This is an optimization exercise on Yosys and OpenROAD, whose aim is small area, a short achievable clock period and few clock cycles, not a production implementation. RTL that was checked went through simulation tests only; none was proved equivalent to the original. No driver is modelled on the clock port, so clock power and skew are understated where the tree is cut down; a real chip needs a root buffer or a tree. Power figures rest on the tool's default switching activity, not on a simulated workload.

==> inputs of onyx <==
## frame_codec
module frame_codec (
    input  wire         clk,
    input  wire         rst,
    input  wire         tx_req_valid,
    output wire         tx_req_ready,
    input  wire         tx_op,
    input  wire         tx_ft,
    input  wire         tx_aw,
    input  wire [31:0]  tx_raw_id,
    input  wire [7:0]   tx_sid,
    input  wire [7:0]   tx_nid,
    input  wire [7:0]   tx_plen,
    input  wire [119:0] tx_pay,
    output wire         tx_valid,
    output wire [7:0]   tx_data,
    output wire         tx_last,
    input  wire         tx_ready,
    output wire         tx_resp_valid,
    output wire [2:0]   tx_status,
    output wire [4:0]   tx_wire_len,
    input  wire         rx_req_valid,
    output wire         rx_req_ready,
    input  wire         rx_valid,
    input  wire [7:0]   rx_data,
    input  wire         rx_timeout,
    output wire         rx_ready,
    output wire         rx_resp_valid,
    output wire [2:0]   rx_status,
    output wire         rx_ft,
    output wire         rx_aw,
    output wire [25:0]  rx_sid,
    output wire [5:0]   rx_nid,
    output wire [3:0]   rx_plen,
    output wire [119:0] rx_pay
);
==> module frame_serializer, before the edit <==
module frame_serializer (
    input  wire         clk,
    input  wire         rst,
    input  wire         req_valid,
    output reg          req_ready,
    input  wire         op,           
    input  wire         ft,
    input  wire         aw,
    input  wire [31:0]  raw_id,
    input  wire [7:0]   sid_raw,
    input  wire [7:0]   nid_raw,
    input  wire [7:0]   plen,
    input  wire [119:0] pay,
    output reg          tx_valid,
    output reg  [7:0]   tx_data,
    output reg          tx_last,
    input  wire         tx_ready,
    output reg          resp_valid,
    output wire [2:0]   status,
    output reg  [4:0]   wire_len
);
    wire ok, bad, oor, ptl;
    frame_request_check u_chk (
        .op(op), .aw(aw), .raw_hi(raw_id[31:16]), .sid_raw(sid_raw), .nid_raw(nid_raw),
        .plen(plen), .ok(ok), .bad(bad), .oor(oor), .ptl(ptl)
    );
    reg [1:0] st;
    assign status = {1'b0, st};
    reg       n_cfg, n_addr, n_pay, n_end;
    reg [3:0] nidx;
    reg       r_op, r_aw;
    reg [3:0] r_len;
    wire take     = tx_valid && tx_ready;
    wire addr_lst = (nidx[1:0] == {r_aw, 1'b1});
    wire pay_lst  = (nidx == r_len - 4'd1);
    wire no_pay   = (r_len == 4'd0);
    wire step     = (n_addr && !addr_lst) || (n_pay && !pay_lst);
    wire [3:0]  s_addr = {4{n_addr}} & (4'b0001 << nidx[1:0]);
    reg  [14:0] s_pay;
    integer i;
    always @(*)
        for (i = 0; i < 15; i = i + 1)
            s_pay[i] = n_pay && nidx == i;
    wire [7:0] nxt;
    frame_byte_mux u_mux (
        .s_cfg(n_cfg),
        .s_a0r(s_addr[0] && !r_op), .s_a0p(s_addr[0] && r_op),
        .s_a1r(s_addr[1] && !r_op), .s_a1p(s_addr[1] && r_op),
        .s_a2r(s_addr[2] && !r_op), .s_a3r(s_addr[3] && !r_op),
        .s_pay(s_pay), .s_end(n_end),
        .aw(aw), .ft(ft), .plen(plen[3:0]), .raw_id(raw_id),
        .sid(sid_raw[4:0]), .nid(nid_raw[5:0]), .pay(pay), .y(nxt)
    );
    wire acc  = req_ready && req_valid && !rst;
    wire done = take && tx_last && !rst;
    wire tx_valid_d, resp_valid_d, req_ready_d;
    fc_ao21 u_v (.a(ok),  .b(acc), .c(!rst && tx_valid && !(tx_ready && tx_last)), .y(tx_valid_d));
    fc_ao21 u_r (.a(bad), .b(acc), .c(done), .y(resp_valid_d));
    fc_ao21 u_q (.a(bad), .b(acc), .c(rst || (req_ready && !req_valid) || done), .y(req_ready_d));
    wire [4:0] len_sum = 5'd5 + {3'd0, aw, 1'b0} + {1'b0, plen[3:0]};
    always @(posedge clk) begin
        st       <= {ptl, oor};
        wire_len <= {5{ok}} & len_sum;
        r_op     <= op;
        r_aw     <= aw;
        r_len    <= plen[3:0];
        if (req_ready) begin
            tx_data <= 8'hAA;
            n_cfg   <= 1'b1;
            n_addr  <= 1'b0;
            n_pay   <= 1'b0;
            n_end   <= 1'b0;
            nidx    <= 4'd0;
        end else if (take) begin
            tx_data <= nxt;
            n_cfg   <= 1'b0;
            n_addr  <= n_cfg || (n_addr && !addr_lst);
            n_pay   <= (n_addr && addr_lst && !no_pay) || (n_pay && !pay_lst);
            n_end   <= (n_addr && addr_lst && no_pay) || (n_pay && pay_lst) || n_end;
            nidx    <= step ? nidx + 4'd1 : 4'd0;
        end
        req_ready  <= req_ready_d;
        tx_valid   <= tx_valid_d;
        resp_valid <= resp_valid_d;
        tx_last    <= !rst && tx_valid && !(tx_ready && tx_last) && (tx_ready ? n_end : tx_last);
    end
endmodule
==> flow/config.mk <==
export PLATFORM = sky130hd
export DESIGN_NAME = frame_codec
export DESIGN_NICKNAME = frame_codec
export VERILOG_FILES = /design/flow/design.v
export SDC_FILE = /design/flow/constraint.sdc
export NUM_CORES = 4
export LEC_CHECK = 0
export CAP_MARGIN = 20
export CORE_MARGIN = 2
export CORE_UTILIZATION = 65
export SETUP_SLACK_MARGIN = 3.85
export SLEW_MARGIN = 20
export SYNTH_HIERARCHICAL = 1
==> flow/constraint.sdc <==
create_clock -name core_clock -period 6.0 [get_ports {clk}]
set_input_delay 1.2000 -clock core_clock [delete_from_list [all_inputs] [get_ports {clk}]]
set_output_delay 1.2000 -clock core_clock [all_outputs]
set_load 0.01 [all_outputs]
standard.sh (not shown) runs the stock make flow with config.mk's settings and CLKGATE_MAP_FILE= SYNTH_SCRIPT=/design/flow/synth_recipe.tcl, a recipe that flattens the netlist after the stock synthesis.
==> flow/flow/run.sh <==
#!/bin/bash
# Standard layout, except that:
#  - the port buffers are the smallest buffer cell (buf_1);
#  - the clock tree is built by flow/manual_tree.tcl in place of TritonCTS:
#    the clock port drives 4 root buffers, each next to its share of the
#    leaf buffers, and each leaf buffer drives one balanced k-means cluster
#    of flip-flops. Everything after the tree (legalisation, timing repair,
#    routing, finishing) is the standard cts.tcl and later steps.
set -euo pipefail
here=$(pwd)
export BUFFER_PORTS_ARGS="-buffer_cell sky130_fd_sc_hd__buf_1"
bash standard.sh synth > log_synth.log 2>&1
rm -rf scripts_mt
cp -r "$FLOW_HOME/scripts" scripts_mt
python3 - "$here/scripts_mt/cts.tcl" > log_patch.log 2>&1 <<'PY'
import sys
p = sys.argv[1]
s = open(p).read()
old = "log_cmd clock_tree_synthesis {*}$cts_args"
assert s.count(old) == 1
s = s.replace(old, "source $::env(MT_TREE_TCL)\nmt_build $::env(MT_NLEAF) $::env(MT_NROOT) $::env(MT_LEAF_CELL) $::env(MT_ROOT_CELL)")
open(p, "w").write(s)
print("patched", p)
PY
export MT_TREE_TCL="$here/flow/manual_tree.tcl"
export MT_NLEAF=12
export MT_NROOT=4
export MT_LEAF_CELL=sky130_fd_sc_hd__clkbuf_16
export MT_ROOT_CELL=sky130_fd_sc_hd__clkbuf_16
bash standard.sh SCRIPTS_DIR="$here/scripts_mt" finish > log_flow.log 2>&1
==> flow/flow/manual_tree.tcl <==
proc mt_build {nleaf use_root leaf_cell root_cell} {
  set db [ord::get_db]
  set block [ord::get_db_block]
  set clk [$block findNet clk]
  set sinks {}
  foreach it [$clk getITerms] {
    if {[$it isInputSignal] || [[$it getMTerm] getSigType] eq "CLOCK"} { lappend sinks $it }
  }
  set n [llength $sinks]
  set xs {}; set ys {}
  foreach it $sinks {
    set bb [[$it getInst] getBBox]
    lappend xs [expr {([$bb xMin] + [$bb xMax]) / 2}]
    lappend ys [expr {([$bb yMin] + [$bb yMax]) / 2}]
  }
  # k-means, seeded along a sort by angle around the centroid
  set cx 0; set cy 0
  foreach x $xs y $ys { set cx [expr {$cx + $x}]; set cy [expr {$cy + $y}] }
  set cx [expr {$cx / double($n)}]; set cy [expr {$cy / double($n)}]
  set idx {}
  for {set i 0} {$i < $n} {incr i} {
    lappend idx [list $i [expr {atan2([lindex $ys $i] - $cy, [lindex $xs $i] - $cx)}]]
  }
  set idx [lsort -real -index 1 $idx]
  set kx {}; set ky {}
  for {set c 0} {$c < $nleaf} {incr c} {
    set sx 0; set sy 0; set m 0
    for {set p [expr {$c * $n / $nleaf}]} {$p < ($c + 1) * $n / $nleaf} {incr p} {
      set i [lindex $idx $p 0]
      set sx [expr {$sx + [lindex $xs $i]}]; set sy [expr {$sy + [lindex $ys $i]}]; incr m
    }
    lappend kx [expr {$sx / double($m)}]; lappend ky [expr {$sy / double($m)}]
  }
  set cap [expr {int(ceil(double($n) / $nleaf * 1.15))}]
  for {set iter 0} {$iter < 30} {incr iter} {
    # balanced assignment: nearest centre with room
    set pairs {}
    for {set i 0} {$i < $n} {incr i} {
      for {set c 0} {$c < $nleaf} {incr c} {
        set d [expr {abs([lindex $xs $i] - [lindex $kx $c]) + abs([lindex $ys $i] - [lindex $ky $c])}]
        lappend pairs [list $i $c $d]
      }
    }
    set pairs [lsort -real -index 2 $pairs]
    set asg [lrepeat $n -1]; set cnt [lrepeat $nleaf 0]
    foreach pr $pairs {
      lassign $pr i c d
      if {[lindex $asg $i] >= 0 || [lindex $cnt $c] >= $cap} continue
      lset asg $i $c; lset cnt $c [expr {[lindex $cnt $c] + 1}]
    }
    set nx [lrepeat $nleaf 0.0]; set ny [lrepeat $nleaf 0.0]
    for {set i 0} {$i < $n} {incr i} {
      set c [lindex $asg $i]
      lset nx $c [expr {[lindex $nx $c] + [lindex $xs $i]}]
      lset ny $c [expr {[lindex $ny $c] + [lindex $ys $i]}]
    }
    for {set c 0} {$c < $nleaf} {incr c} {
      if {[lindex $cnt $c] > 0} {
        lset kx $c [expr {[lindex $nx $c] / [lindex $cnt $c]}]
        lset ky $c [expr {[lindex $ny $c] / [lindex $cnt $c]}]
      }
    }
  }
  set lm [$db findMaster $leaf_cell]
  set rm [$db findMaster $root_cell]
  # group the leaves for the roots: sort leaves by angle around the centroid
  set lidx {}
  for {set c 0} {$c < $nleaf} {incr c} {
    lappend lidx [list $c [expr {atan2([lindex $ky $c] - $cy, [lindex $kx $c] - $cx)}]]
  }
  set lidx [lsort -real -index 1 $lidx]
  set lroot [lrepeat $nleaf 0]
  if {$use_root > 0} {
    for {set p 0} {$p < $nleaf} {incr p} {
      lset lroot [lindex $lidx $p 0] [expr {$p * $use_root / $nleaf}]
    }
    set tops {}
    for {set r 0} {$r < $use_root} {incr r} {
      set sx 0; set sy 0; set m 0
      for {set c 0} {$c < $nleaf} {incr c} {
        if {[lindex $lroot $c] == $r} {
          set sx [expr {$sx + [lindex $kx $c]}]; set sy [expr {$sy + [lindex $ky $c]}]; incr m
        }
      }
      set root [odb::dbInst_create $block $rm "mt_root_$r"]
      $root setLocation [expr {int($sx / $m)}] [expr {int($sy / $m)}]
      $root setPlacementStatus PLACED
      set top [odb::dbNet_create $block "mt_clk_root_$r"]
      $top setSigType CLOCK
      [$root findITerm A] connect $clk
      [$root findITerm X] connect $top
      lappend tops $top
    }
  }
  for {set c 0} {$c < $nleaf} {incr c} {
    set b [odb::dbInst_create $block $lm "mt_leaf_$c"]
    $b setLocation [expr {int([lindex $kx $c])}] [expr {int([lindex $ky $c])}]
    $b setPlacementStatus PLACED
    set net [odb::dbNet_create $block "mt_clk_$c"]
    $net setSigType CLOCK
    if {$use_root > 0} {
      [$b findITerm A] connect [lindex $tops [lindex $lroot $c]]
    } else {
      [$b findITerm A] connect $clk
    }
    [$b findITerm X] connect $net
    for {set i 0} {$i < $n} {incr i} {
      if {[lindex $asg $i] == $c} {
        set it [lindex $sinks $i]
        $it disconnect
        $it connect $net
      }
    }
  }
  puts "manual tree: $n sinks, $nleaf leaves ([join $cnt { }]), roots $use_root"
}
==> harbor: changes against onyx <==
--- a/flow/flow/manual_tree.tcl
+++ b/flow/flow/manual_tree.tcl
@@ -88,7 +88,7 @@
       set top [odb::dbNet_create $block "mt_clk_root_$r"]
       $top setSigType CLOCK
       [$root findITerm A] connect $clk
-      [$root findITerm X] connect $top
+      [mt_out $root] connect $top
       lappend tops $top
     }
   }
@@ -103,7 +103,7 @@
     } else {
       [$b findITerm A] connect $clk
     }
-    [$b findITerm X] connect $net
+    [mt_out $b] connect $net
     for {set i 0} {$i < $n} {incr i} {
       if {[lindex $asg $i] == $c} {
         set it [lindex $sinks $i]
@@ -114,3 +114,10 @@
   }
   puts "manual tree: $n sinks, $nleaf leaves ([join $cnt { }]), roots $use_root"
 }
+
+# the output pin of a buffer (X) or inverter (Y)
+proc mt_out {inst} {
+  set it [$inst findITerm X]
+  if {$it eq "NULL" || $it eq ""} { set it [$inst findITerm Y] }
+  return $it
+}
CORE_UTILIZATION = 60   (was 65)
SETUP_SLACK_MARGIN = 3.95   (was 3.85)
TNS_END_PERCENT = 5   (was default)
==> tundra: changes against onyx <==
--- a/flow/design.v
+++ b/flow/design.v
@@ -72,6 +72,19 @@
         for (i = 0; i < 15; i = i + 1)
             y = y | ({8{s_pay[i]}} & pay[8*i +: 8]);
     end
+endmodule
+module frame_select_decode (
+    input  wire        n_addr,
+    input  wire        n_pay,
+    input  wire [3:0]  nidx,
+    output wire [3:0]  s_addr,
+    output reg  [14:0] s_pay
+);
+    assign s_addr = {4{n_addr}} & (4'b0001 << nidx[1:0]);
+    integer i;
+    always @(*)
+        for (i = 0; i < 15; i = i + 1)
+            s_pay[i] = n_pay && nidx == i;
 endmodule
 module frame_serializer (
     input  wire         clk,
@@ -110,12 +123,11 @@
     wire pay_lst  = (nidx == r_len - 4'd1);
     wire no_pay   = (r_len == 4'd0);
     wire step     = (n_addr && !addr_lst) || (n_pay && !pay_lst);
-    wire [3:0]  s_addr = {4{n_addr}} & (4'b0001 << nidx[1:0]);
-    reg  [14:0] s_pay;
-    integer i;
-    always @(*)
-        for (i = 0; i < 15; i = i + 1)
-            s_pay[i] = n_pay && nidx == i;
+    wire [3:0]  s_addr;
+    wire [14:0] s_pay;
+    frame_select_decode u_dec (
+        .n_addr(n_addr), .n_pay(n_pay), .nidx(nidx), .s_addr(s_addr), .s_pay(s_pay)
+    );
     wire [7:0] nxt;
     frame_byte_mux u_mux (
         .s_cfg(n_cfg),
CORE_UTILIZATION = 60   (was 65)
==> amber: changes against onyx <==
--- a/flow/flow/run.sh
+++ b/flow/flow/run.sh
@@ -23,7 +23,7 @@
 print("patched", p)
 PY
 export MT_TREE_TCL="$here/flow/manual_tree.tcl"
-export MT_NLEAF=12
+export MT_NLEAF=10
 export MT_NROOT=4
 export MT_LEAF_CELL=sky130_fd_sc_hd__clkbuf_16
 export MT_ROOT_CELL=sky130_fd_sc_hd__clkbuf_16
--- a/flow/flow/manual_tree.tcl
+++ b/flow/flow/manual_tree.tcl
@@ -88,7 +88,7 @@
       set top [odb::dbNet_create $block "mt_clk_root_$r"]
       $top setSigType CLOCK
       [$root findITerm A] connect $clk
-      [$root findITerm X] connect $top
+      [mt_out $root] connect $top
       lappend tops $top
     }
   }
@@ -103,7 +103,7 @@
     } else {
       [$b findITerm A] connect $clk
     }
-    [$b findITerm X] connect $net
+    [mt_out $b] connect $net
     for {set i 0} {$i < $n} {incr i} {
       if {[lindex $asg $i] == $c} {
         set it [lindex $sinks $i]
@@ -114,3 +114,10 @@
   }
   puts "manual tree: $n sinks, $nleaf leaves ([join $cnt { }]), roots $use_root"
 }
+
+# the output pin of a buffer (X) or inverter (Y)
+proc mt_out {inst} {
+  set it [$inst findITerm X]
+  if {$it eq "NULL" || $it eq ""} { set it [$inst findITerm Y] }
+  return $it
+}
CAP_MARGIN = 10   (was 20)
CORE_UTILIZATION = 60   (was 65)
SLEW_MARGIN = 10   (was 20)
==> qor summary <==
	harbor	tundra	amber	onyx
Post-layout total power	2.68 mW	2.72 mW	2.60 mW	2.79 mW
Internal power contribution	2.13 mW	2.14 mW	2.07 mW	2.14 mW
Share of the synthesized area in compound gates (AO/OA/AOI/OAI)	11.5%	11.5%	11.5%	11.5%
Filler cell count in the final layout	852	776	907	534
Largest stage delay on the critical path	590 ps	610 ps	420 ps	630 ps
Horizontal extent of the die	123 microns	122 microns	123 microns	118 microns
Hold Slack	474 ps	478 ps	471 ps	470 ps
Syn-to-layout area delta	28.3%	31.5%	26.8%	29.8%
Cell with the biggest individual delay on the critical path	dfxtp_2	nor2_1	edfxtp_1	nor3_2
Number of global-route vias before repair	6809	7291	6699	7915
Net Sw Frac	20.7%	21.4%	20.6%	23.4%
Power dissipated in the clock network	0.897 mW	0.907 mW	0.820 mW	0.962 mW
Met3 WL	2.95 mm	3.87 mm	2.87 mm	5.73 mm
Synthesized instance count	608	609	608	608
CP max FO	20	8	4	8
Result of the run	complete, no violations	complete, no violations	complete, no violations	complete, no violations
Power in combinational cells	0.200 mW	0.225 mW	0.197 mW	0.233 mW
Endpoint of the worst hold path	u_rx.st_desync	u_tx.tx_data[4]	u_tx.tx_data[2]	u_tx.tx_data[2]
Testbench counts of onyx, summed over its fixed seeds: cycles 56,146.
Testbench counts of harbor, summed over its fixed seeds: cycles 56,146.
Testbench counts of amber, summed over its fixed seeds: cycles 56,146.
Function not checked in tundra: the RTL went through the layout flow alone. No run of this note takes its clock network from TritonCTS; it comes from the design's own scripts or RTL.

port drivers added, routing unchanged:
No port has a modelled driver above. Below, the same layouts with a new extraction and two added sets of constraints. Step 1, drivers: a clkbuf_16 drives clk and a buf_2 each remaining input, both assumed. Step 2, shift: input delay + t, output delay - t, t = (earliest + latest rising clock arrival at the registers) / 2. This alone moves slack from input paths to output paths. Slacks: ideal ports / drivers / drivers and shift; pairs: ideal ports / drivers.
run	t, ns	setup WS [ns]	slew at the worst register clock pin (ns)	cell pins on the clock port's net
onyx	0.382	3.680 / 3.680 / 3.388	0.09 / 0.09	4
harbor	0.374	3.719 / 3.631 / 3.486	0.09 / 0.09	4
tundra	0.391	3.711 / 3.711 / 3.547	0.09 / 0.09	4
amber	0.383	3.868 / 3.769 / 3.522	0.09 / 0.09	4
After both steps setup and hold are still met in every run listed. The setup slack of amber, which loses most, moves by -0.099 ns with the drivers and by -0.346 ns with both steps.
